This is an optimization exercise on Yosys and OpenROAD, whose aim is small area and few clock cycles, not a production implementation.
Function was checked by simulation only, so behaviour that the tests miss may differ from the original.
The clock port is modelled as an ideal driver; clocking choices that lean on that would not hold on a real chip.
Power figures rest on the tool's default switching activity, not on a simulated workload.

==> flow/design.v <==
module dr1363_encoder (
    input  wire        clk,
    input  wire        rst,         
    input  wire        cmd_valid,
    output wire        cmd_ready,
    input  wire [7:0]  cmd_addr,
    input  wire [7:0]  cmd_cid1,
    input  wire [7:0]  cmd_cid2,
    input  wire [11:0] cmd_len,
    input  wire        info_valid,
    output wire        info_ready,
    input  wire [7:0]  info_data,
    output wire        out_valid,
    input  wire        out_ready,
    output reg  [7:0]  out_data,
    output wire        out_last,
    output reg         res_valid,
    output wire [7:0]  res_code,
    output wire [7:0]  res_info
);
    localparam [1:0] P_HDR   = 2'd0;    
    localparam [1:0] P_INFO  = 2'd1;    
    localparam [1:0] P_TAIL  = 2'd2;    
    localparam [1:0] P_DRAIN = 2'd3;    
    reg [1:0]  phase;
    reg [3:0]  pos;
    reg [7:0]  addr, cid1, cid2;    
    reg [11:0] len;
    reg [15:0] nsum;                
    reg        res_bad;
    wire in_hdr   = (phase == P_HDR);
    wire in_info  = (phase == P_INFO);
    wire in_tail  = (phase == P_TAIL);
    wire in_drain = (phase == P_DRAIN);
    wire idle     = in_hdr && (pos == 4'd0);
    wire hdr_end  = in_hdr && (pos == 4'd13);
    wire is_cr    = in_tail && len[2] && !len[1] && !len[0];
    assign out_valid = (in_hdr && !idle) || in_tail || (in_info && pos[0]);
    assign out_last  = is_cr;
    assign res_code  = {res_bad, 5'b00000, res_bad, res_bad};
    assign res_info  = {7'd0, res_bad};
    wire take     = out_valid && out_ready;
    wire len_zero = (len == 12'd0);
    wire len_one  = (len == 12'd1);
    assign cmd_ready = idle || (is_cr && out_ready);
    wire   cmd_take  = cmd_ready && cmd_valid;
    wire   info_slot  = ((hdr_end && out_ready) || (in_info && (!pos[0] || out_ready))) && !len_zero;
    assign info_ready = info_slot || in_drain;
    wire   info_take  = info_slot && info_valid;
    genvar i;
    wire [12:0] lb;
    wire [11:0] len_dec;
    assign lb[0] = 1'b1;
    generate for (i = 0; i < 12; i = i + 1) begin : g_dec
        assign len_dec[i] = len[i] ^ lb[i];
        assign lb[i+1]    = lb[i] & ~len[i];
    end endgenerate
    wire [4:0] pc;
    wire [3:0] pos_inc;
    assign pc[0] = 1'b1;
    generate for (i = 0; i < 4; i = i + 1) begin : g_inc
        assign pos_inc[i] = pos[i] ^ pc[i];
        assign pc[i+1]    = pc[i] & pos[i];
    end endgenerate
    wire [4:0] c1, c2;
    wire [3:0] s1, s2;
    assign c1[0] = 1'b0;
    assign c2[0] = 1'b0;
    generate for (i = 0; i < 4; i = i + 1) begin : g_lchk
        assign s1[i]   = len[i] ^ len[4+i] ^ c1[i];
        assign c1[i+1] = (len[i] & len[4+i]) | (c1[i] & (len[i] ^ len[4+i]));
        assign s2[i]   = s1[i] ^ len[8+i] ^ c2[i];
        assign c2[i+1] = (s1[i] & len[8+i]) | (c2[i] & (s1[i] ^ len[8+i]));
    end endgenerate
    wire [3:0] lchk = ~s2 + 4'd1;
    reg [3:0] nib;
    always @(*) begin
        if (in_tail) begin
            case (len[1:0])
                2'b00:   nib = nsum[15:12];
                2'b11:   nib = nsum[11:8];
                2'b10:   nib = nsum[7:4];
                default: nib = nsum[3:0];
            endcase
        end else begin
            case (pos)
                4'd4:    nib = addr[7:4];
                4'd5:    nib = addr[3:0];
                4'd6:    nib = cid1[7:4];
                4'd7:    nib = cid1[3:0];
                4'd8:    nib = cid2[7:4];
                4'd9:    nib = cid2[3:0];
                4'd10:   nib = lchk;
                4'd11:   nib = len[11:8];
                4'd12:   nib = len[7:4];
                default: nib = len[3:0];
            endcase
        end
    end
    wire       letter = nib[3] & (nib[2] | nib[1]);
    wire [2:0] lo3    = letter ? (nib[2:0] - 3'd1) : nib[2:0];
    wire [7:0] hexch  = {1'b0, letter, ~letter, ~letter, nib[3] & ~letter, lo3};
    always @(*) begin
        if (in_info)
            out_data = addr;
        else if (is_cr)
            out_data = 8'h0D;
        else if (in_hdr && pos == 4'd1)
            out_data = 8'h7E;
        else if (in_hdr && (pos == 4'd2 || pos == 4'd3))
            out_data = 8'h32;
        else
            out_data = hexch;
    end
    wire [16:0] sc;
    wire [15:0] nsum_sub;
    assign sc[0] = 1'b1;
    generate for (i = 0; i < 16; i = i + 1) begin : g_sum
        wire b = (i < 8) ? ~out_data[i] : 1'b1;
        assign nsum_sub[i] = nsum[i] ^ b ^ sc[i];
        assign sc[i+1]     = (nsum[i] & b) | (sc[i] & (nsum[i] ^ b));
    end endgenerate
    wire a_hold = !cmd_ready && !info_take;
    always @(posedge clk)
        addr <= ({8{cmd_ready}} & cmd_addr) | ({8{info_take}} & info_data) | ({8{a_hold}} & addr);
    wire l_dec  = !cmd_ready && (info_take || (in_tail && out_ready) || (in_drain && info_valid));
    wire l_hold = !cmd_ready && !l_dec;
    always @(posedge clk)
        len <= ({12{cmd_ready}} & cmd_len) | ({12{l_dec}} & len_dec) | ({12{l_hold}} & len);
    wire s_upd = take && !in_tail;
    wire s_clr = in_hdr && (pos == 4'd1);
    always @(posedge clk)
        nsum <= ({16{s_upd && !s_clr}} & nsum_sub) | ({16{!s_upd}} & nsum);
    always @(posedge clk) begin
        if (rst) begin
            phase     <= P_HDR;
            pos       <= 4'd0;
            res_valid <= 1'b0;
            res_bad   <= 1'b0;
        end else begin
            res_valid <= is_cr && out_ready;
            res_bad   <= 1'b0;
            if (cmd_ready) begin
                cid1 <= cmd_cid1;
                cid2 <= cmd_cid2;
            end
            case (phase)
                P_HDR: begin
                    if (idle) begin
                        if (cmd_valid) begin
                            if (cmd_len[0])
                                phase <= P_DRAIN;
                            else
                                pos <= 4'd1;
                        end
                    end else if (out_ready) begin
                        if (hdr_end) begin
                            phase <= len_zero ? P_TAIL : P_INFO;
                            pos   <= {3'd0, info_take};
                        end else begin
                            pos <= pos_inc;
                        end
                    end
                end
                P_INFO: begin
                    if (!pos[0] || out_ready) begin
                        pos <= {3'd0, info_take};
                        if (pos[0] && len_zero)
                            phase <= P_TAIL;
                    end
                end
                P_TAIL: begin
                    if (is_cr && out_ready) begin
                        if (cmd_valid && cmd_len[0]) begin
                            phase <= P_DRAIN;
                            pos   <= 4'd0;
                        end else begin
                            phase <= P_HDR;
                            pos   <= {3'd0, cmd_valid};
                        end
                    end
                end
                default: begin  
                    if (info_valid && len_one) begin
                        phase     <= P_HDR;
                        pos       <= 4'd0;
                        res_valid <= 1'b1;
                        res_bad   <= 1'b1;
                    end
                end
            endcase
        end
    end
endmodule
==> flow/flow/run.sh <==
#!/bin/bash
# Standard synthesis, then the gates between the flip-flops re-mapped for area
# (flip-flops untouched); the standard layout with small port buffers, except
# that the clock tree is built by flow/cts.tcl (root buffer + four leaf
# buffers). Each tool's output goes to a log file here.
set -euo pipefail
W=$(pwd)
R=$W/orfs/results/$FLOW_PLATFORM/dr1363_encoder/base
LIB=$FLOW_HOME/platforms/$FLOW_PLATFORM/lib/sky130_fd_sc_hd__tt_025C_1v80.lib
YOSYS=$(dirname "$FLOW_HOME")/tools/install/yosys/bin/yosys
OPENROAD=$(dirname "$FLOW_HOME")/tools/install/OpenROAD/bin/openroad
[ -x "$OPENROAD" ] || OPENROAD=$(command -v openroad)
VARS=("BUFFER_PORTS_ARGS=-buffer_cell sky130_fd_sc_hd__buf_1" "SKIP_REPAIR_TIE_FANOUT=1" "GPL_TIMING_DRIVEN=0" "REMOVE_ABC_BUFFERS=1")

bash standard.sh "$R/1_2_yosys.v" > "$W/flow_synth.log" 2>&1
cp "$R/1_2_yosys.v" "$W/1_2_yosys_standard.v"

# flip-flop cells of the standard netlist
KEEP=$(grep -oE 'sky130_fd_sc_hd__[a-z0-9]*df[a-z0-9]*_[0-9]+' "$W/1_2_yosys_standard.v" | sort -u | tr '\n' ' ')
RS_LIB=$LIB RS_TOP=$FLOW_TOP RS_IN="$W/1_2_yosys_standard.v" RS_OUT="$W/1_2_yosys_resynth.v" \
RS_KEEP="$KEEP" RS_DONTUSE="$(tr '\n' ' ' < "$W/flow/dont_use.txt")" \
RS_SCRIPT="+strash;&get,-n;&deepsyn,-T,180,-S,1;&dch,-f;&nf,-R,1000;&put;topo;dnsize" \
  "$YOSYS" -c "$W/flow/resynth.tcl" > "$W/flow_resynth.log" 2>&1
cp "$W/1_2_yosys_resynth.v" "$R/1_2_yosys.v"
touch "$R/1_2_yosys.v"

bash standard.sh "$R/3_place.odb" "$R/3_place.sdc" "${VARS[@]}" > "$W/flow_place.log" 2>&1

RES=$R "$OPENROAD" -no_init -exit "$W/flow/cts.tcl" > "$W/flow_cts.log" 2>&1

bash standard.sh finish "${VARS[@]}" > "$W/flow_make.log" 2>&1
==> flow/flow/cts.tcl <==
# A small clock tree in place of ORFS's CTS step: the register clock pins are
# split into four groups by position (median cuts), each group gets one
# clkbuf_8 at its centroid, and one root clkbuf_4 on the clock port drives the
# four. Every register sees the same two buffer levels.
set pdir $::env(FLOW_HOME)/platforms/$::env(FLOW_PLATFORM)
set R $::env(RES)
read_lef $pdir/lef/sky130_fd_sc_hd.tlef
read_lef $pdir/lef/sky130_fd_sc_hd_merged.lef
read_liberty $pdir/lib/sky130_fd_sc_hd__tt_025C_1v80.lib
read_db $R/3_place.odb
read_sdc $R/3_place.sdc
source $pdir/setRC.tcl

proc mycts_build {leaf_cell root_cell nl} {
  set block [ord::get_db_block]
  set dbu [$block getDbUnitsPerMicron]
  set pts {}
  foreach it [[$block findNet clk] getITerms] {
    set inst [$it getInst]
    set bb [$inst getBBox]
    lappend pts [list [expr {([$bb xMin] + [$bb xMax]) / 2}] [expr {([$bb yMin] + [$bb yMax]) / 2}] "[$inst getName]/[[$it getMTerm] getName]"]
  }
  set groups [list $pts]
  set dir 0
  while {[llength $groups] < $nl} {
    set ng {}
    foreach g $groups {
      set s [lsort -integer -index $dir $g]
      set h [expr {[llength $s] / 2}]
      lappend ng [lrange $s 0 [expr {$h - 1}]] [lrange $s $h end]
    }
    set groups $ng
    set dir [expr {1 - $dir}]
  }
  set k 0
  set cxs 0
  set cys 0
  foreach g $groups {
    set xs 0
    set ys 0
    set pins {}
    foreach p $g {
      set xs [expr {$xs + [lindex $p 0]}]
      set ys [expr {$ys + [lindex $p 1]}]
      lappend pins [get_pins [lindex $p 2]]
    }
    set cx [expr {double($xs) / [llength $g] / $dbu}]
    set cy [expr {double($ys) / [llength $g] / $dbu}]
    set cxs [expr {$cxs + $cx}]
    set cys [expr {$cys + $cy}]
    insert_buffer -buffer_cell $leaf_cell -net clk -load_pins $pins -location [list $cx $cy] \
      -buffer_name clkbuf_leaf_$k -net_name clknet_leaf_$k
    incr k
  }
  insert_buffer -buffer_cell $root_cell -net clk -location [list [expr {$cxs / $k}] [expr {$cys / $k}]] \
    -buffer_name clkbuf_root -net_name clknet_root
}

mycts_build sky130_fd_sc_hd__clkbuf_8 sky130_fd_sc_hd__clkbuf_4 4
# the nets of the tree are clock nets
foreach inst [[ord::get_db_block] getInsts] {
  if {![string match clkbuf_leaf_* [$inst getName]] && ![string match clkbuf_root* [$inst getName]]} { continue }
  foreach it [$inst getITerms] {
    set n [$it getNet]
    if {$n ne "NULL"} { $n setSigType CLOCK }
  }
}
detailed_placement
check_placement -verbose
set_propagated_clock [all_clocks]
estimate_parasitics -placement
report_clock_skew
report_worst_slack -min
report_worst_slack -max
write_db $R/4_1_cts.odb
write_sdc -no_timestamp $R/4_cts.sdc
==> flow/flow/dont_use.txt <==
sky130_fd_sc_hd__lpflow_bleeder_1
sky130_fd_sc_hd__lpflow_clkbufkapwr_1
sky130_fd_sc_hd__lpflow_clkbufkapwr_16
sky130_fd_sc_hd__lpflow_clkbufkapwr_2
sky130_fd_sc_hd__lpflow_clkbufkapwr_4
sky130_fd_sc_hd__lpflow_clkbufkapwr_8
sky130_fd_sc_hd__lpflow_clkinvkapwr_1
sky130_fd_sc_hd__lpflow_clkinvkapwr_16
sky130_fd_sc_hd__lpflow_clkinvkapwr_2
sky130_fd_sc_hd__lpflow_clkinvkapwr_4
sky130_fd_sc_hd__lpflow_clkinvkapwr_8
sky130_fd_sc_hd__lpflow_decapkapwr_12
sky130_fd_sc_hd__lpflow_decapkapwr_3
sky130_fd_sc_hd__lpflow_decapkapwr_4
sky130_fd_sc_hd__lpflow_decapkapwr_6
sky130_fd_sc_hd__lpflow_decapkapwr_8
sky130_fd_sc_hd__lpflow_inputiso0n_1
sky130_fd_sc_hd__lpflow_inputiso0p_1
sky130_fd_sc_hd__lpflow_inputiso1n_1
sky130_fd_sc_hd__lpflow_inputiso1p_1
sky130_fd_sc_hd__lpflow_inputisolatch_1
sky130_fd_sc_hd__lpflow_isobufsrc_1
sky130_fd_sc_hd__lpflow_isobufsrc_16
sky130_fd_sc_hd__lpflow_isobufsrc_2
sky130_fd_sc_hd__lpflow_isobufsrc_4
sky130_fd_sc_hd__lpflow_isobufsrc_8
sky130_fd_sc_hd__lpflow_isobufsrckapwr_16
sky130_fd_sc_hd__lpflow_lsbuf_lh_hl_isowell_tap_1
sky130_fd_sc_hd__lpflow_lsbuf_lh_hl_isowell_tap_2
sky130_fd_sc_hd__lpflow_lsbuf_lh_hl_isowell_tap_4
sky130_fd_sc_hd__lpflow_lsbuf_lh_isowell_4
sky130_fd_sc_hd__lpflow_lsbuf_lh_isowell_tap_1
sky130_fd_sc_hd__lpflow_lsbuf_lh_isowell_tap_2
sky130_fd_sc_hd__lpflow_lsbuf_lh_isowell_tap_4
sky130_fd_sc_hd__probe_p_8
sky130_fd_sc_hd__probec_p_8
==> flow/flow/resynth.tcl <==
# Re-map the combinational logic of the standard synthesis netlist for area.
# The flip-flops are kept as they are (same instances, names and cells); only
# the gates between them are re-mapped by ABC.
set lib $::env(RS_LIB)
yosys read_liberty -overwrite -setattr liberty_cell -ignore_miss_func $lib
yosys read_verilog -overwrite $::env(RS_IN)
yosys hierarchy -top $::env(RS_TOP)
foreach c $::env(RS_KEEP) { yosys blackbox $c }
yosys flatten
yosys opt_clean -purge
yosys opt -fast
set du {}
foreach c $::env(RS_DONTUSE) { lappend du -dont_use $c }
yosys abc -liberty $lib {*}$du -script $::env(RS_SCRIPT)
yosys opt_clean -purge
yosys hilomap -singleton -hicell sky130_fd_sc_hd__conb_1 HI -locell sky130_fd_sc_hd__conb_1 LO
yosys splitnets
yosys insbuf -buf sky130_fd_sc_hd__buf_4 A X
yosys opt_clean -purge
yosys stat -liberty $lib
yosys write_verilog -noattr -noexpr -nohex -nodec $::env(RS_OUT)
==> flow/standard.sh <==
#!/bin/bash
# synth_recipe.tcl (not shown) runs the flow's synth.tcl, then flattens the netlist and writes it again
# the make line also repeats each setting of config.mk as NAME=value (left out here)
make -C /OpenROAD-flow-scripts/flow DESIGN_CONFIG=/design/flow/config.mk WORK_HOME=/design/flow/orfs CLKGATE_MAP_FILE= SYNTH_SCRIPT=/design/flow/synth_recipe.tcl "${@:-finish}"
==> flow/config.mk <==
export PLATFORM = sky130hd
export DESIGN_NAME = dr1363_encoder
export DESIGN_NICKNAME = dr1363_encoder
export VERILOG_FILES = /design/flow/design.v
export SDC_FILE = /design/flow/constraint.sdc
export NUM_CORES = 4
export LEC_CHECK = 0
export CAP_MARGIN = 20
export CORE_MARGIN = 2
export CORE_UTILIZATION = 55
export PLACE_DENSITY = 0.6
export SLEW_MARGIN = 20
==> flow/constraint.sdc <==
create_clock -name core_clock -period 8.0 [get_ports {clk}]
set_input_delay 1.6000 -clock core_clock [delete_from_list [all_inputs] [get_ports {clk}]]
set_output_delay 1.6000 -clock core_clock [all_outputs]
set_load 0.01 [all_outputs]
==> notes.md, run 1 <==
Run status
The flow ran to the end and the layout has no timing, DRC or antenna violations.

Critical path
Of all nets on the critical path, the largest fanout is 16. The class of the most critical setup path is reg -> reg. The critical path's slowest cell is sky130_fd_sc_hd__dfxtp_1. In this run the critical register-to-register path is launched from len[0]. The endpoint of the most critical setup path is nsum[15]. The most used cell along the critical path is sky130_fd_sc_hd__nand2_1. The signal arrival time at the worst endpoint is 6.59 ns. The critical path endpoint category is a flip-flop. The type of origin of the critical path is a flip-flop. For flop-to-flop paths, the worst setup slack is between 1.5 and 2 ns. In this design, the stage delay of the slowest critical-path cell is 0.63 ns. The worst path required time is 8.27 ns. The capture instance of the worst register-to-register path is nsum[15]. Counting cells, the worst reg-to-reg path comes to 31. The launching instance or port of the critical path is len[0].

Power
Across the VDD grid, the largest voltage drop is 0.000269 V. The power per cell area is 516 nW/um^2. The leakage power of the design is 1.29 nW.

Run
The reported max-cap violation count is 0.

Final layout
The layout has roughly 570 filler cells. The most common cell after layout, fill and taps aside is sky130_fd_sc_hd__buf_1. The layout net count is 505. The area overhead of the layout relative to synthesis is 8.66%. The repair_antennas step left the layout with diodes totalling 0. The fraction of final layout cells with drive strength greater than 1 is 0.0154. Summing all multi-input logic gate instances after layout gives 1820 sq um. Leaving out fill and tap cells, the most frequent cells in the layout are 65 x sky130_fd_sc_hd__buf_1, 49 x sky130_fd_sc_hd__nor2_1, 44 x sky130_fd_sc_hd__nand2_1, 44 x sky130_fd_sc_hd__dfxtp_1, 27 x sky130_fd_sc_hd__a21oi_1.

Once layout is complete, the cells apart from fillers number 529. The sequential cells in the finished layout cover a total of 1360 sq um.

Routing
The routed layout has between 3k and 4k vias. In this run the remaining antenna-violating nets after routing total 0. The number of vias per cell is 5.90. The mean routed wirelength per cell is about 16 um. The detailed-router iteration count before antenna repair is 6. The violation count after the first detailed-routing iteration is 206.

The routed design has 8430 um of wire. The residual DRC count is 0.

STA
The worst hold slack after final layout is slightly above 0.5 ns. The final number of max-transition violations is 0. The headroom to the max-slew limit is 0.481. The final hold violation count came to 0. Dividing the final minimum period by the clock period gives 0.789. The clock arrives with 0.0168 ns of skew.

The count of final setup violators is 0. Setup repair after global routing left no endpoint under its margin. The measured slew at the worst slew-check pin is 0.772 ns. Derived from the worst setup path, the maximum achievable clock frequency is 158 MHz. Setup slack closes at 1.69 ns. In the final timing run, aggregate negative setup slack is 0 ns. The final period demand of the worst path is between 6 and 7 ns.

Global route
The via count of the first global-routing pass is 2,701. In the global route stage, overall resource usage came out at 0.253. The initial antenna violation count is 0. The aggregate global routing overflow is 0.

The first global-routing pass estimated between 10,000 and 15,000 um of wire. The maximum number of pins on one net before global-route repair is 25.

Yosys
The post-synthesis instance total is 400. After synthesis the cells add up to 3340 sq um. The post-synthesis average cell area is 8.35 sq um. The number of warnings reported in the yosys synthesis log is 1.

Placement
The number of placed instances, taps included, is 524. The weighted congestion reported at the end of routability-driven placement is approximately 0.90. The final HPWL from detailed placement is 6380 um. The count of buffers added on input and output ports is 65. Before CTS, the worst setup slack after placement is about 1.8 ns.

Die
The site row count is 28. After floorplanning, the core was sized to cover 5890 sq um. The die width is 81.9 um.

The number of I/O pins is 78. The effective utilization at floorplan is 0.567. The die area is between 6000 and 7000 sq um.

The floorplan step set the die height to roughly 80 um.

Clock tree
The latest clock arrival within the worst-skew pair is 0.39 ns. After clock tree synthesis, the clock-pin slew on the worst setup and hold paths is 0.10 ns.

Hold path
The class of the most critical hold timing path is reg -> reg.
[power breakdown]
part           internal (mW)  switching (mW)  leakage (nW)  total (mW)
Combinational          0.453           0.662         0.738        1.12
Clock                 0.0510          0.0942        0.0334       0.145
Sequential             0.450           0.161         0.515       0.611
Total                  0.954           0.917          1.29        1.87
[critical path: cells and delay by family (launching register included)]
family / cells / cell delay, ns
AND/OR/NAND/NOR: 16 / 2.84
AO/OA/AOI/OAI: 8 / 1.47
flip-flops: 1 / 0.63
XOR/XNOR: 4 / 0.63
adder cells (fa/ha/maj): 2 / 0.56
buffers and inverters: 1 / 0.06
[cell type report]
type | count | area share
Multi-Input combinational cell | 311 | 0.501
Sequential cell | 60 | 0.375
Timing Repair Buffer | 65 | 0.0673
Tap cell | 75 | 0.0259
Clock buffer | 5 | 0.0172
Inverter | 13 | 0.0135
[per-stage QoR]
stage | area [sq um] | power (mW) | utilization
floorplan | 3220 | 1.42 | -
global placement | 3560 | 1.69 | 0.604
detailed placement | 3560 | 1.71 | 0.605
global route | 3630 | 2.04 | 0.616
finish | 3630 | 1.87 | 0.616
[worst min-delay path by stage]
stage | from | end | slack [ns] | cells past startpoint
floorplan | nsum[10] | nsum[10] | 0.46 | 2
finish | nsum[10] | nsum[10] | 0.51 | 2
global placement | nsum[10] | nsum[10] | 0.49 | 2
global route | nsum[0] | nsum[0] | 0.55 | 2
detailed placement | nsum[10] | nsum[10] | 0.49 | 2
[flip-flops by register name (all words and copies together) (netlist names)]
name	count
res_valid	1
cid2	8
phase	2
res_bad	1
pos	4
nsum	16
len	12
addr	8
cid1	8
[per-layer routing]
| layer | GRT usage | share of wire | vias up |
|---|---|---|---|
| met5 | 0 | 0 | - |
| met4 | 0.0733 | 0.028 | 0 |
| met3 | 0.0220 | 0.078 | 16 |
| met2 | 0.380 | 0.41 | 121 |
| met1 | 0.385 | 0.49 | 1433 |
| li1 | - | - | 1549 |
Testbench counts, summed over its fixed seeds: cycles 175,333.
==> run 2: changes to the inputs <==
--- a/flow/flow/run.sh
+++ b/flow/flow/run.sh
@@ -20,5 +20,5 @@
 RS_LIB=$LIB RS_TOP=$FLOW_TOP RS_IN="$W/1_2_yosys_standard.v" RS_OUT="$W/1_2_yosys_resynth.v" \
 RS_KEEP="$KEEP" RS_DONTUSE="$(tr '\n' ' ' < "$W/flow/dont_use.txt")" \
-RS_SCRIPT="+strash;&get,-n;&deepsyn,-T,180,-S,1;&dch,-f;&nf,-R,1000;&put;topo;dnsize" \
+RS_SCRIPT="+strash;&get,-n;&deepsyn,-T,300,-S,1;&dch,-f;&nf,-R,1000;&put;topo;dnsize" \
   "$YOSYS" -c "$W/flow/resynth.tcl" > "$W/flow_resynth.log" 2>&1
 cp "$W/1_2_yosys_resynth.v" "$R/1_2_yosys.v"
==> notes.md, run 2 <==
STA
The achievable clock frequency was 136 MHz (-14%). The headroom to the max-slew limit was 0.411 (-0.0704). The worst hold slack after final layout is 0.484 ns (-0.0271 ns). The final hold violation count is 0 (unchanged).

The final number of max-transition violations was 0 (unchanged). The final period demand of the worst path is 7.35 ns (+1.04 ns). The post-route setup TNS was 0 ns (unchanged). Setup repair after global routing left no endpoint under its margin. The measured slew at the worst slew-check pin is 0.884 ns (+0.112 ns). The worst setup skew after layout is 0.0128 ns (-0.00400 ns).

The count of final setup violators came to 0 (unchanged). The share of the clock period used by the worst path is 0.919 (+0.130).

Global route
The via count of the first global-routing pass came to 2,714 (+0.48%). The total routing resource utilization after global routing came to 0.252 (-0.00120). The wire length of the first global-routing pass is 13,300 um (-0.77%). The initial antenna violation count came to 0 (unchanged).

The aggregate global routing overflow came to 0 (unchanged). The maximum number of pins on one net before global-route repair is 27 (+8.0%).

Final layout
The number of diodes added for antenna fixing was 0 (unchanged). The fraction of final layout cells with drive strength greater than 1 is 0.0194 (+0.00398). The layout net count is 515 (+2.0%).

Leaving out fill and tap cells, the most frequent cell in the layout is sky130_fd_sc_hd__buf_1. The register with the most flip-flops is nsum. The flip-flop count of the largest register, all copies and words added is 16 (unchanged). The final cell count without fillers is 539 (+1.9%). The library cells used most frequently in the layout, excluding fill and tap cells, are 65 x sky130_fd_sc_hd__buf_1, 57 x sky130_fd_sc_hd__nand2_1, 43 x sky130_fd_sc_hd__dfxtp_1. The largest registers in the layout are nsum (16), len (12). The area overhead of the layout relative to synthesis is 8.95%.

Placement
The weighted congestion reported at the end of routability-driven placement is 0.872 (-3.0%). The count of buffers from port buffering is 65 (unchanged). The number of placed instances, taps included is 534 (+1.9%). The final HPWL from detailed placement came to 6140 um (-3.9%).

Yosys
The post-synthesis instance total was 409 (+2.3%). The number of warnings reported in the yosys synthesis log came to 1 (unchanged). The cell area after synthesis came to 3310 sq um (-0.75%). The post-synthesis average cell area was 8.10 sq um (-2.9%).

Critical path
The maximum fanout encountered on the critical timing path was 8 (-8). The critical path endpoint category is a flip-flop. The signal arrival time at the worst endpoint is 7.66 ns (+1.07 ns). The worst path required time came to 8.31 ns (+0.04 ns). The kind of cell with the highest combined delay along the critical path is adder cells. The largest stage delay on the critical path is 0.50 ns (-0.13 ns). The largest individual stage delay along the critical path comes from the cell sky130_fd_sc_hd__dfxtp_1. The type of origin of the critical path is a flip-flop. The number of buffer and inverter stages on the critical path is 0 (-1). By instance count, the cell type seen most on the critical path is sky130_fd_sc_hd__maj3_1. The class of the most critical setup path is reg -> reg.

Routing
The wire length on met3 was 663 um (+1.2%). The violation count after the first detailed-routing iteration is 293 (+42%). The residual DRC count came to 0 (unchanged).

The detailed-router iteration count before antenna repair was 6 (unchanged). The met2 routed wirelength was 3430 um (-0.35%). The via count is 3,115 (-0.13%).

The number of vias per cell is 5.78 (-2.0%). In this run the top signal layer used is met4. The total wire length is 8210 um (-2.6%). The remaining antenna violation count after routing is 0 (unchanged). The wire length on met1 is 3950 um (-3.4%). The mean routed wirelength per cell is 15.2 um (-4.4%).

Die
The effective utilization at floorplan came to 0.563 (-0.00425). The site row count is 28 (unchanged). The die width is 81.6 um (-0.35%). The placeable core region came to 5890 sq um (unchanged). The die area is 6660 sq um (-0.71%). The vertical extent of the die is 81.6 um (-0.35%).

The number of I/O pins is 78 (unchanged).

Power
The peak supply drop came to 0.000288 V (+6.9%). The power per cell area came to 461 nW/um^2 (-11%). The leakage power of the design was 1.29 nW (about the same).

Clock tree
The latest clock arrival within the worst-skew pair is 0.37 ns (-0.02 ns). The clock input transition at the sequential cells of the worst setup and hold paths is 0.10 ns (about the same).

Run status
The flow ran to the end and the layout has no timing, DRC or antenna violations.

Hold path
The class of the most critical hold timing path is reg -> reg.

Run
The reported max-cap violation count is 0 (unchanged).
==> run 2: metrics by stage <==
| stage | instance area (sq um) | utilization | setup slack (ns) | total power, mW |
|---|---|---|---|---|
| after floorplan | 3190 | - | 1.31 | 1.26 |
| after global placement | 3530 | 0.600 | 0.663 | 1.50 |
| after detailed placement | 3550 | 0.602 | 0.609 | 1.52 |
| after global routing | 3610 | 0.613 | 0.0815 | 1.82 |
| final | 3610 | 0.613 | 0.647 | 1.67 |
==> run 2: metal layers <==
metal,GRT usage,vias to the layer above
li1,-,1578
met1,0.389,1382
met2,0.386,141
met3,0.0231,14
met4,0.0483,0
met5,0,-
==> run 2: tightest hold or removal path: cells and delay by family (launching register included) <==
family,cells,cell delay (ns)
DFF,1,0.33
AOI/OAI and AO/OA,1,0.05
and+or+nand+nor,1,0.06
==> run 2: worst paths after layout <==
kind | start | to | slack (ns) | depth (start not counted)
setup / recovery | len[8] | nsum[15] | 0.65 | 31
hold / removal | nsum[8] | nsum[8] | 0.48 | 2
setup reg to reg | len[8] | nsum[15] | 0.65 | 31
hold reg to reg | nsum[8] | nsum[8] | 0.48 | 2
==> run 2: final cells by class <==
type                       count  area, sq um
clock buffer                   5         62.6
fill                         565         2280
inverter                      15         56.3
multi-input combinational    318         1780
sequential                    60         1360
tap                           75         93.8
timing repair buffer          66          251
==> run 2: report_power, final <==
group          internal [mW]  switching [mW]  leakage (nW)
Sequential             0.447           0.160         0.518
Combinational          0.365           0.550         0.735
Clock                 0.0512          0.0917        0.0334
==> run 3: changes to the inputs <==
--- a/flow/design.v
+++ b/flow/design.v
@@ -28,23 +28,23 @@
     reg [11:0] len;
     reg [15:0] nsum;                
-    reg        res_bad;
+    wire len_zero = (len == 12'd0);
     wire in_hdr   = (phase == P_HDR);
     wire in_info  = (phase == P_INFO);
     wire in_tail  = (phase == P_TAIL);
     wire in_drain = (phase == P_DRAIN);
-    wire idle     = in_hdr && (pos == 4'd0);
+    wire idle     = (in_hdr && (pos == 4'd0)) || (in_drain && len_zero);
     wire hdr_end  = in_hdr && (pos == 4'd13);
     wire is_cr    = in_tail && len[2] && !len[1] && !len[0];
     assign out_valid = (in_hdr && !idle) || in_tail || (in_info && pos[0]);
     assign out_last  = is_cr;
+    wire   res_bad   = in_drain && len_zero;
     assign res_code  = {res_bad, 5'b00000, res_bad, res_bad};
     assign res_info  = {7'd0, res_bad};
     wire take     = out_valid && out_ready;
-    wire len_zero = (len == 12'd0);
     wire len_one  = (len == 12'd1);
     assign cmd_ready = idle || (is_cr && out_ready);
     wire   cmd_take  = cmd_ready && cmd_valid;
     wire   info_slot  = ((hdr_end && out_ready) || (in_info && (!pos[0] || out_ready))) && !len_zero;
-    assign info_ready = info_slot || in_drain;
+    assign info_ready = info_slot || (in_drain && !len_zero);
     wire   info_take  = info_slot && info_valid;
     genvar i;
@@ -124,12 +124,13 @@
     always @(posedge clk)
         addr <= ({8{cmd_ready}} & cmd_addr) | ({8{info_take}} & info_data) | ({8{a_hold}} & addr);
+    wire l_load = cmd_ready && cmd_valid;
     wire l_dec  = !cmd_ready && (info_take || (in_tail && out_ready) || (in_drain && info_valid));
-    wire l_hold = !cmd_ready && !l_dec;
+    wire l_hold = !l_load && !l_dec;
     always @(posedge clk)
-        len <= ({12{cmd_ready}} & cmd_len) | ({12{l_dec}} & len_dec) | ({12{l_hold}} & len);
-    wire s_upd = take && !in_tail;
-    wire s_clr = in_hdr && (pos == 4'd1);
+        len <= ({12{l_load}} & cmd_len) | ({12{l_dec}} & len_dec) | ({12{l_hold}} & len);
+    wire s_upd  = take && !in_tail;
+    wire s_hold = !cmd_ready && !s_upd;
     always @(posedge clk)
-        nsum <= ({16{s_upd && !s_clr}} & nsum_sub) | ({16{!s_upd}} & nsum);
+        nsum <= ({16{cmd_ready}} & 16'h007E) | ({16{s_upd}} & nsum_sub) | ({16{s_hold}} & nsum);
     always @(posedge clk) begin
         if (rst) begin
@@ -137,57 +138,51 @@
             pos       <= 4'd0;
             res_valid <= 1'b0;
-            res_bad   <= 1'b0;
         end else begin
             res_valid <= is_cr && out_ready;
-            res_bad   <= 1'b0;
             if (cmd_ready) begin
                 cid1 <= cmd_cid1;
                 cid2 <= cmd_cid2;
             end
-            case (phase)
-                P_HDR: begin
-                    if (idle) begin
-                        if (cmd_valid) begin
-                            if (cmd_len[0])
-                                phase <= P_DRAIN;
-                            else
-                                pos <= 4'd1;
-                        end
-                    end else if (out_ready) begin
-                        if (hdr_end) begin
-                            phase <= len_zero ? P_TAIL : P_INFO;
-                            pos   <= {3'd0, info_take};
-                        end else begin
-                            pos <= pos_inc;
+            if (cmd_ready && !out_valid) begin
+                if (cmd_valid) begin
+                    phase <= cmd_len[0] ? P_DRAIN : P_HDR;
+                    pos   <= {3'd0, !cmd_len[0]};
+                end
+            end else begin
+                case (phase)
+                    P_HDR: begin
+                        if (out_ready) begin
+                            if (hdr_end) begin
+                                phase <= len_zero ? P_TAIL : P_INFO;
+                                pos   <= {3'd0, info_take};
+                            end else begin
+                                pos <= pos_inc;
+                            end
                         end
                     end
-                end
-                P_INFO: begin
-                    if (!pos[0] || out_ready) begin
-                        pos <= {3'd0, info_take};
-                        if (pos[0] && len_zero)
-                            phase <= P_TAIL;
-                    end
-                end
-                P_TAIL: begin
-                    if (is_cr && out_ready) begin
-                        if (cmd_valid && cmd_len[0]) begin
-                            phase <= P_DRAIN;
-                            pos   <= 4'd0;
-                        end else begin
-                            phase <= P_HDR;
-                            pos   <= {3'd0, cmd_valid};
+                    P_INFO: begin
+                        if (!pos[0] || out_ready) begin
+                            pos <= {3'd0, info_take};
+                            if (pos[0] && len_zero)
+                                phase <= P_TAIL;
                         end
                     end
-                end
-                default: begin  
-                    if (info_valid && len_one) begin
-                        phase     <= P_HDR;
-                        pos       <= 4'd0;
-                        res_valid <= 1'b1;
-                        res_bad   <= 1'b1;
+                    P_TAIL: begin
+                        if (is_cr && out_ready) begin
+                            if (cmd_valid && cmd_len[0]) begin
+                                phase <= P_DRAIN;
+                                pos   <= 4'd0;
+                            end else begin
+                                phase <= P_HDR;
+                                pos   <= {3'd0, cmd_valid};
+                            end
+                        end
                     end
-                end
-            endcase
+                    default: begin  
+                        if (info_valid && len_one)
+                            res_valid <= 1'b1;
+                    end
+                endcase
+            end
         end
     end
--- a/flow/flow/run.sh
+++ b/flow/flow/run.sh
@@ -20,5 +20,5 @@
 RS_LIB=$LIB RS_TOP=$FLOW_TOP RS_IN="$W/1_2_yosys_standard.v" RS_OUT="$W/1_2_yosys_resynth.v" \
 RS_KEEP="$KEEP" RS_DONTUSE="$(tr '\n' ' ' < "$W/flow/dont_use.txt")" \
-RS_SCRIPT="+strash;&get,-n;&deepsyn,-T,300,-S,1;&dch,-f;&nf,-R,1000;&put;topo;dnsize" \
+RS_SCRIPT="+strash;&get,-n;&deepsyn,-J,1000,-S,1,-T,900;&dch,-f;&nf,-R,1000;&put;topo;dnsize" \
   "$YOSYS" -c "$W/flow/resynth.tcl" > "$W/flow_resynth.log" 2>&1
 cp "$W/1_2_yosys_resynth.v" "$R/1_2_yosys.v"
==> notes.md, run 3 <==
Run status
The flow ran to the end and the layout has no timing, DRC or antenna violations.

Yosys
The post-synthesis average cell area is 7.96 sq um (-1.7%). The number of warnings reported in the yosys synthesis log was 1 (unchanged). The post-synthesis instance total is 410 (+0.24%). The cell area after synthesis is 3270 sq um (-1.4%).

Critical path
The flop-to-flop setup slack came to 0.81 ns (+0.16 ns). By instance count, the cell type seen most on the critical path is sky130_fd_sc_hd__a21oi_1. The maximum fanout encountered on the critical timing path is 17 (+9). The critical path endpoint category is a flip-flop. The critical path depth in cells came to 33 (+6.5%). The type of origin of the critical path is a flip-flop. The reg-to-reg critical path startpoint is len[0]. The number of buffer and inverter stages on the critical path is 0 (unchanged). The largest stage delay on the critical path was 0.52 ns (+0.02 ns). Broken down by cell family, the worst path's largest delay share belongs to simple AND/OR/NAND/NOR gates. The worst path required time is 8.32 ns (about the same). The class of the most critical setup path is reg -> reg.

The signal arrival time at the worst endpoint is 7.51 ns (-0.15 ns). The critical path's slowest cell is sky130_fd_sc_hd__or4_1. In this run the worst setup path begins at len[0]. The endpoint of the most critical setup path is nsum[15]. The capture instance of the worst register-to-register path is nsum[15]. The path depth of the worst reg2reg path is 33 (+6.5%).

Routing
The detailed-router iteration count before antenna repair was 5 (-1). The mean routed wirelength per cell is 15.2 um (-0.28%). The via count came to 3,122 (+0.22%).

The number of vias per cell is 5.78 (about the same). The remaining antenna violation count after routing is 0 (unchanged). The residual DRC count is 0 (unchanged). The total wire length is 8200 um (about the same). The violation count after the first detailed-routing iteration is 178 (-39%).

STA
The final period demand of the worst path is 7.19 ns (-0.161 ns). The slack of the critical path is 0.808 ns (+0.161 ns). The achievable clock frequency was 139 MHz (+2.2%). The worst setup skew after layout is 0.0138 ns (+0.000946 ns). The headroom to the max-slew limit came to 0.372 (-0.0390). The final number of max-transition violations came to 0 (unchanged). The measured slew at the worst slew-check pin is 0.937 ns (+0.0534 ns). The final hold violation count is 0 (unchanged). Setup repair after global routing left no endpoint under its margin.

The count of final setup violators came to 0 (unchanged). The post-route setup TNS is 0 ns (unchanged). The share of the clock period used by the worst path is 0.899 (-0.0202).

Final layout
The number of diodes added for antenna fixing is 0 (unchanged). The most common cell after layout, fill and taps aside is sky130_fd_sc_hd__nand2_1. The area overhead of the layout relative to synthesis is 9.04% (about the same). Counting flops per register, the top entry is nsum. The fraction of final layout cells with drive strength greater than 1 was 0.0151 (-0.00434).

The fill cell instance count of the final layout is 543 (-3.9%). The layout net count came to 516 (+0.19%). Leaving out fill and tap cells, the most frequent cells in the layout are 66 x sky130_fd_sc_hd__nand2_1, 65 x sky130_fd_sc_hd__buf_1, 44 x sky130_fd_sc_hd__nor2_1.

The flip-flop count of the largest register, all copies and words added is 16 (unchanged). The largest registers in the layout are nsum (16), len (12).

Die
The number of I/O pins is 78 (unchanged). The site row count was 28 (unchanged). The vertical extent of the die came to 81.1 um (-0.69%). The effective utilization at floorplan is 0.562 (-0.00139). The die width is 81.1 um (-0.69%). The placeable core region is 5820 sq um (-1.2%). The die area is 6570 sq um (-1.4%).

Power
The peak supply drop came to 0.000205 V (-29%). The power per cell area is 444 nW/um^2 (-3.8%). The leakage power of the design was 1.24 nW (-3.6%).

Global route
The total routing resource utilization after global routing is 0.246 (-0.00622). The via count of the first global-routing pass is 2,740 (+0.96%). The maximum number of pins on one net before global-route repair is 18 (-33%). The aggregate global routing overflow is 0 (unchanged). The initial antenna violation count is 0 (unchanged). The wire length of the first global-routing pass was 12,800 um (-3.9%).

Run
The reported max-cap violation count is 0 (unchanged).

Clock tree
The clock input transition at the sequential cells of the worst setup and hold paths is 0.10 ns (about the same). The latest clock arrival within the worst-skew pair came to 0.39 ns (+0.02 ns).

Placement
The final HPWL from detailed placement was 6260 um (+2.1%). The setup slack at placement is 0.925 ns (+0.315 ns). The count of buffers from port buffering is 65 (unchanged). The weighted congestion reported at the end of routability-driven placement is 0.848 (-2.9%).

Hold path
The class of the most critical hold timing path is reg -> reg.
## run 3: cell types whose count changed in the layout (fill, tap and decap cells not counted), moves of 4 or more
cell | before | now
sky130_fd_sc_hd__nand3_1 | 12 | 26
sky130_fd_sc_hd__o21a_1 | 15 | 2
sky130_fd_sc_hd__nand2_1 | 57 | 66
sky130_fd_sc_hd__nor2b_1 | 12 | 6
sky130_fd_sc_hd__a21oi_1 | 35 | 30
sky130_fd_sc_hd__o211ai_1 | 3 | 8
sky130_fd_sc_hd__xnor2_1 | 8 | 13
sky130_fd_sc_hd__xor2_1 | 10 | 5
sky130_fd_sc_hd__and2_0 | 0 | 4
sky130_fd_sc_hd__clkinv_1 | 15 | 11
sky130_fd_sc_hd__maj3_1 | 6 | 2
sky130_fd_sc_hd__nor3_1 | 16 | 12
## run 3: through the flow
step | power (mW) | hold slack (ns) | instance area [sq um] | cells | utilization
after floorplan | 1.19 | 0.429 | 3150 | 395 | -
after detailed placement | 1.44 | 0.466 | 3500 | 535 | 0.602
after global placement | 1.41 | 0.463 | 3490 | 535 | 0.600
after global routing | 1.71 | 0.508 | 3560 | 540 | 0.612
final | 1.58 | 0.478 | 3560 | 540 | 0.612
## run 3: area by class of cell
class | instances | area, sq um | share of cell area
well taps | 75 | 93.8 | 0.0264
flip-flops and latches | 59 | 1340 | 0.377
clock buffers | 5 | 62.6 | 0.0176
inverters | 11 | 41.3 | 0.0116
multi-input cells | 325 | 1780 | 0.499
repair buffers | 65 | 244 | 0.0685
## run 3: how the worst min path moves through the flow
stage                        start       end  slack (ns)  cells past startpoint
final                      addr[7]   addr[7]        0.48                      2
after global routing       addr[2]   addr[2]        0.51                      2
after detailed placement   nsum[9]   nsum[9]        0.47                      2
after global placement     nsum[9]   nsum[9]        0.46                      2
after floorplan           nsum[15]  nsum[15]        0.43                      1
## run 3: per-layer routing
metal | wire length, um | track usage | up-vias
met5 | 0 | 0 | -
met4 | 161 | 0.0525 | 0
met3 | 454 | 0.0167 | 14
met2 | 3920 | 0.436 | 100
met1 | 3670 | 0.330 | 1417
li1 | - | - | 1591
## run 3: worst min-delay path, delay by kind of cell, from the launching register on
family	cells	cell delay, ns
AND/OR/NAND/NOR	2	0.10
flip-flops	1	0.35
## run 3: power breakdown
part,internal [mW],switching [mW]
clock network,0.0511,0.0934
logic,0.341,0.533
registers,0.418,0.144
Testbench counts of run 3, summed over its fixed seeds: cycles 175,333.
==> run 4: changes to the inputs <==
--- a/flow/flow/run.sh
+++ b/flow/flow/run.sh
@@ -2,5 +2,5 @@
 # Standard synthesis, then the gates between the flip-flops re-mapped for area
 # (flip-flops untouched); the standard layout with small port buffers, except
-# that the clock tree is built by flow/cts.tcl (root buffer + four leaf
+# that the clock tree is built by flow/cts.tcl (four leaf
 # buffers). Each tool's output goes to a log file here.
 set -euo pipefail
--- a/flow/flow/cts.tcl
+++ b/flow/flow/cts.tcl
@@ -1,6 +1,6 @@
 # A small clock tree in place of ORFS's CTS step: the register clock pins are
 # split into four groups by position (median cuts), each group gets one
-# clkbuf_8 at its centroid, and one root clkbuf_4 on the clock port drives the
-# four. Every register sees the same two buffer levels.
+# clkbuf_8 at its centroid, and the clock port drives the four (the port feeds
+# four cell pins). Every register sees the same one buffer level.
 set pdir $::env(FLOW_HOME)/platforms/$::env(FLOW_PLATFORM)
 set R $::env(RES)
@@ -53,9 +53,11 @@
     incr k
   }
-  insert_buffer -buffer_cell $root_cell -net clk -location [list [expr {$cxs / $k}] [expr {$cys / $k}]] \
-    -buffer_name clkbuf_root -net_name clknet_root
+  if {$root_cell ne ""} {
+    insert_buffer -buffer_cell $root_cell -net clk -location [list [expr {$cxs / $k}] [expr {$cys / $k}]] \
+      -buffer_name clkbuf_root -net_name clknet_root
+  }
 }
 
-mycts_build sky130_fd_sc_hd__clkbuf_8 sky130_fd_sc_hd__clkbuf_4 4
+mycts_build sky130_fd_sc_hd__clkbuf_8 "" 4
 # the nets of the tree are clock nets
 foreach inst [[ord::get_db_block] getInsts] {
==> notes.md, run 4 <==
STA
The post-route setup TNS is 0 ns (unchanged). The achievable clock frequency is 139 MHz (-0.11%). The final period demand of the worst path is 7.20 ns (+0.00792 ns).

The final number of max-transition violations was 0 (unchanged). The headroom to the max-slew limit is 0.372 (+0.000424). The count of final setup violators is 0 (unchanged). The share of the clock period used by the worst path came to 0.900 (+0.000990). The measured slew at the worst slew-check pin came to 0.937 ns (-0.000633 ns). The worst setup skew after layout is 0.0130 ns (-0.000724 ns). The final hold violation count was 0 (unchanged). Setup repair after global routing left no endpoint under its margin.

Global route
The maximum number of pins on one net before global-route repair is 18 (unchanged). The via count of the first global-routing pass is 2,723 (-0.62%). The aggregate global routing overflow is 0 (unchanged). The wire length of the first global-routing pass came to 12,800 um (-0.43%).

The initial antenna violation count came to 0 (unchanged). The total routing resource utilization after global routing is 0.245 (-0.000942).

Placement
The count of buffers from port buffering was 65 (unchanged). The weighted congestion reported at the end of routability-driven placement was 0.848 (unchanged). The cell area after placement is 3500 sq um (unchanged). The final HPWL from detailed placement is 6260 um (unchanged). The number of placed instances, taps included is 535 (unchanged).

Final layout
Leaving out fill and tap cells, the most frequent cell in the layout is sky130_fd_sc_hd__nand2_1. The layout net count is 515 (-0.19%). The largest registers in the layout are nsum (16), len (12).

Compared with the post-synthesis result, the final layout area differs by 8.81%. The fraction of final layout cells with drive strength greater than 1 is 0.0129 (-0.00212). Leaving out fill and tap cells, the most frequent cells in the layout are 66 x sky130_fd_sc_hd__nand2_1, 65 x sky130_fd_sc_hd__buf_1, 44 x sky130_fd_sc_hd__nor2_1. The area of all placed cells without fillers is 3550 sq um (-0.21%). The flip-flop count of the largest register, all copies and words added came to 16 (unchanged). The number of diodes added for antenna fixing came to 0 (unchanged). The final cell count without fillers was 539 (-0.19%). The end-of-flow core utilization was 0.611 (-0.00129). The register with the most flip-flops is nsum.

Routing
The residual DRC count is 0 (unchanged). The total wire length is 8170 um (-0.43%). The via count is 3,115 (-0.22%). The number of vias per cell is 5.78 (about the same).

The detailed-router iteration count before antenna repair is 5 (unchanged). The violation count after the first detailed-routing iteration was 201 (+13%). The remaining antenna violation count after routing is 0 (unchanged). The mean routed wirelength per cell is 15.2 um (-0.24%).

Die
The die width is 81.1 um (unchanged). The placeable core region is 5820 sq um (unchanged). The effective utilization at floorplan is 0.562 (unchanged). The site row count came to 28 (unchanged). The die area is 6570 sq um (unchanged).

The vertical extent of the die came to 81.1 um (unchanged). The number of I/O pins came to 78 (unchanged).

Critical path
The class of the most critical setup path is reg -> reg. The capture instance of the worst register-to-register path is nsum[15]. The path depth of the worst reg2reg path is 33 (unchanged).

The worst setup path is launched from a flip-flop. In this run the worst setup path begins at len[0]. The signal arrival time at the worst endpoint is 7.29 ns (-0.22 ns). The critical path endpoint category is a flip-flop. The largest stage delay on the critical path is 0.52 ns (about the same). The maximum fanout encountered on the critical timing path is 17 (unchanged). The worst register-to-register path begins at len[0]. The endpoint of the most critical setup path is nsum[15]. The flop-to-flop setup slack is 0.80 ns (about the same). The largest individual stage delay along the critical path comes from the cell sky130_fd_sc_hd__or4_1.

Among the stages of the critical path, the cell type that occurs most often is sky130_fd_sc_hd__a21oi_1. The worst path required time is 8.09 ns (-0.23 ns).

Power
The leakage power of the design is 1.24 nW (-0.37%). The peak supply drop is 0.000207 V (+0.63%). The power per cell area is 439 nW/um^2 (-1.0%). The total power draw is 1.56 mW (-1.3%).

Clock tree
The clock input transition at the sequential cells of the worst setup and hold paths was 0.09 ns (about the same). The latest clock arrival within the worst-skew pair is 0.16 ns (-0.23 ns).

Yosys
The post-synthesis average cell area came to 7.96 sq um (unchanged). The cell area after synthesis is 3270 sq um (unchanged). The number of warnings reported in the yosys synthesis log was 1 (unchanged). The post-synthesis instance total is 410 (unchanged).

Run
The reported max-cap violation count is 0 (unchanged).

Run status
The run finished with no timing, DRC or antenna violations.

Hold path
The class of the most critical hold timing path is reg -> reg.
-- run 4: changes by cell type in the layout (fill, tap and decap cells not counted) --
cell,delta
sky130_fd_sc_hd__clkbuf_4,-1
-- run 4: area by class of cell --
type | instances | area [sq um]
Clock buffer | 4 | 55.1
Fill cell | 543 | 2260
Inverter | 11 | 41.3
Multi-Input combinational cell | 325 | 1780
Sequential cell | 59 | 1340
Tap cell | 75 | 93.8
Timing Repair Buffer | 65 | 244
-- run 4: worst min-delay path by stage --
stage / from / endpoint / slack, ns / cells after the start
after global placement: nsum[9] / nsum[9] / 0.46 / 2
final: addr[2] / addr[2] / 0.48 / 2
after global routing: addr[2] / addr[2] / 0.51 / 2
after floorplan: nsum[15] / nsum[15] / 0.43 / 1
after detailed placement: nsum[9] / nsum[9] / 0.47 / 2
-- run 4: power breakdown --
group / switching, mW / internal, mW / total [mW] / leakage [nW]
combinational: 0.534 / 0.341 / 0.875 / 0.700
clock: 0.0776 / 0.0463 / 0.124 / 0.0288
sequential: 0.144 / 0.418 / 0.562 / 0.507
total: 0.755 / 0.805 / 1.56 / 1.24
-- run 4: critical path: cells and delay by family, from the launching register on --
family,cells,cell delay [ns]
simple gates,14,3.18
fa+ha+maj,1,0.40
xor+xnor,2,0.43
compound gates,16,2.63
flops,1,0.48
-- run 4: layer usage --
metal,wire length [um],up-vias,global-route usage
met5,0,-,0
met4,154,0,0.0508
met3,374,12,0.0133
met2,3910,92,0.436
met1,3730,1422,0.330
li1,-,1589,-
-- run 4: metrics by stage --
step                      hold WS [ns]  worst slack (ns)
after floorplan                  0.429              1.85
after global placement           0.463              1.02
after detailed placement         0.466             0.925
after global routing             0.508             0.171
final                            0.482             0.800

[static timing again, ports no longer ideal]
Ports are ideal in the flow. The routed layouts listed here were re-timed in OpenROAD. Step 1, drivers: a clkbuf_16 drives clk and a buf_2 each remaining input, both assumed. Step 2 moves the port delays by t, midway between the first and last clock arrival at a register: inputs arrive t later, outputs are due t later. That takes back most of the time a late clock gives input paths. Slacks: no drivers / after step 1 / after step 2; pairs: no drivers / after step 1.
run	t (ns)	setup WS [ns]	worst setup path after step 2	clock arrival spread, ns	worst slew at a driven data input, ns
run 1	0.414	1.686 / 1.686 / 1.686	register to register	0.017 / 0.017	0.03
run 2	0.392	0.647 / 0.647 / 0.647	register to register	0.013 / 0.014	0.04
run 3	0.406	0.808 / 0.808 / 0.808	register to register	0.013 / 0.013	0.03
run 4	0.216	0.800 / 0.800 / 0.800	register to register	0.013 / 0.013	0.03
After both steps every run listed still meets setup and hold.
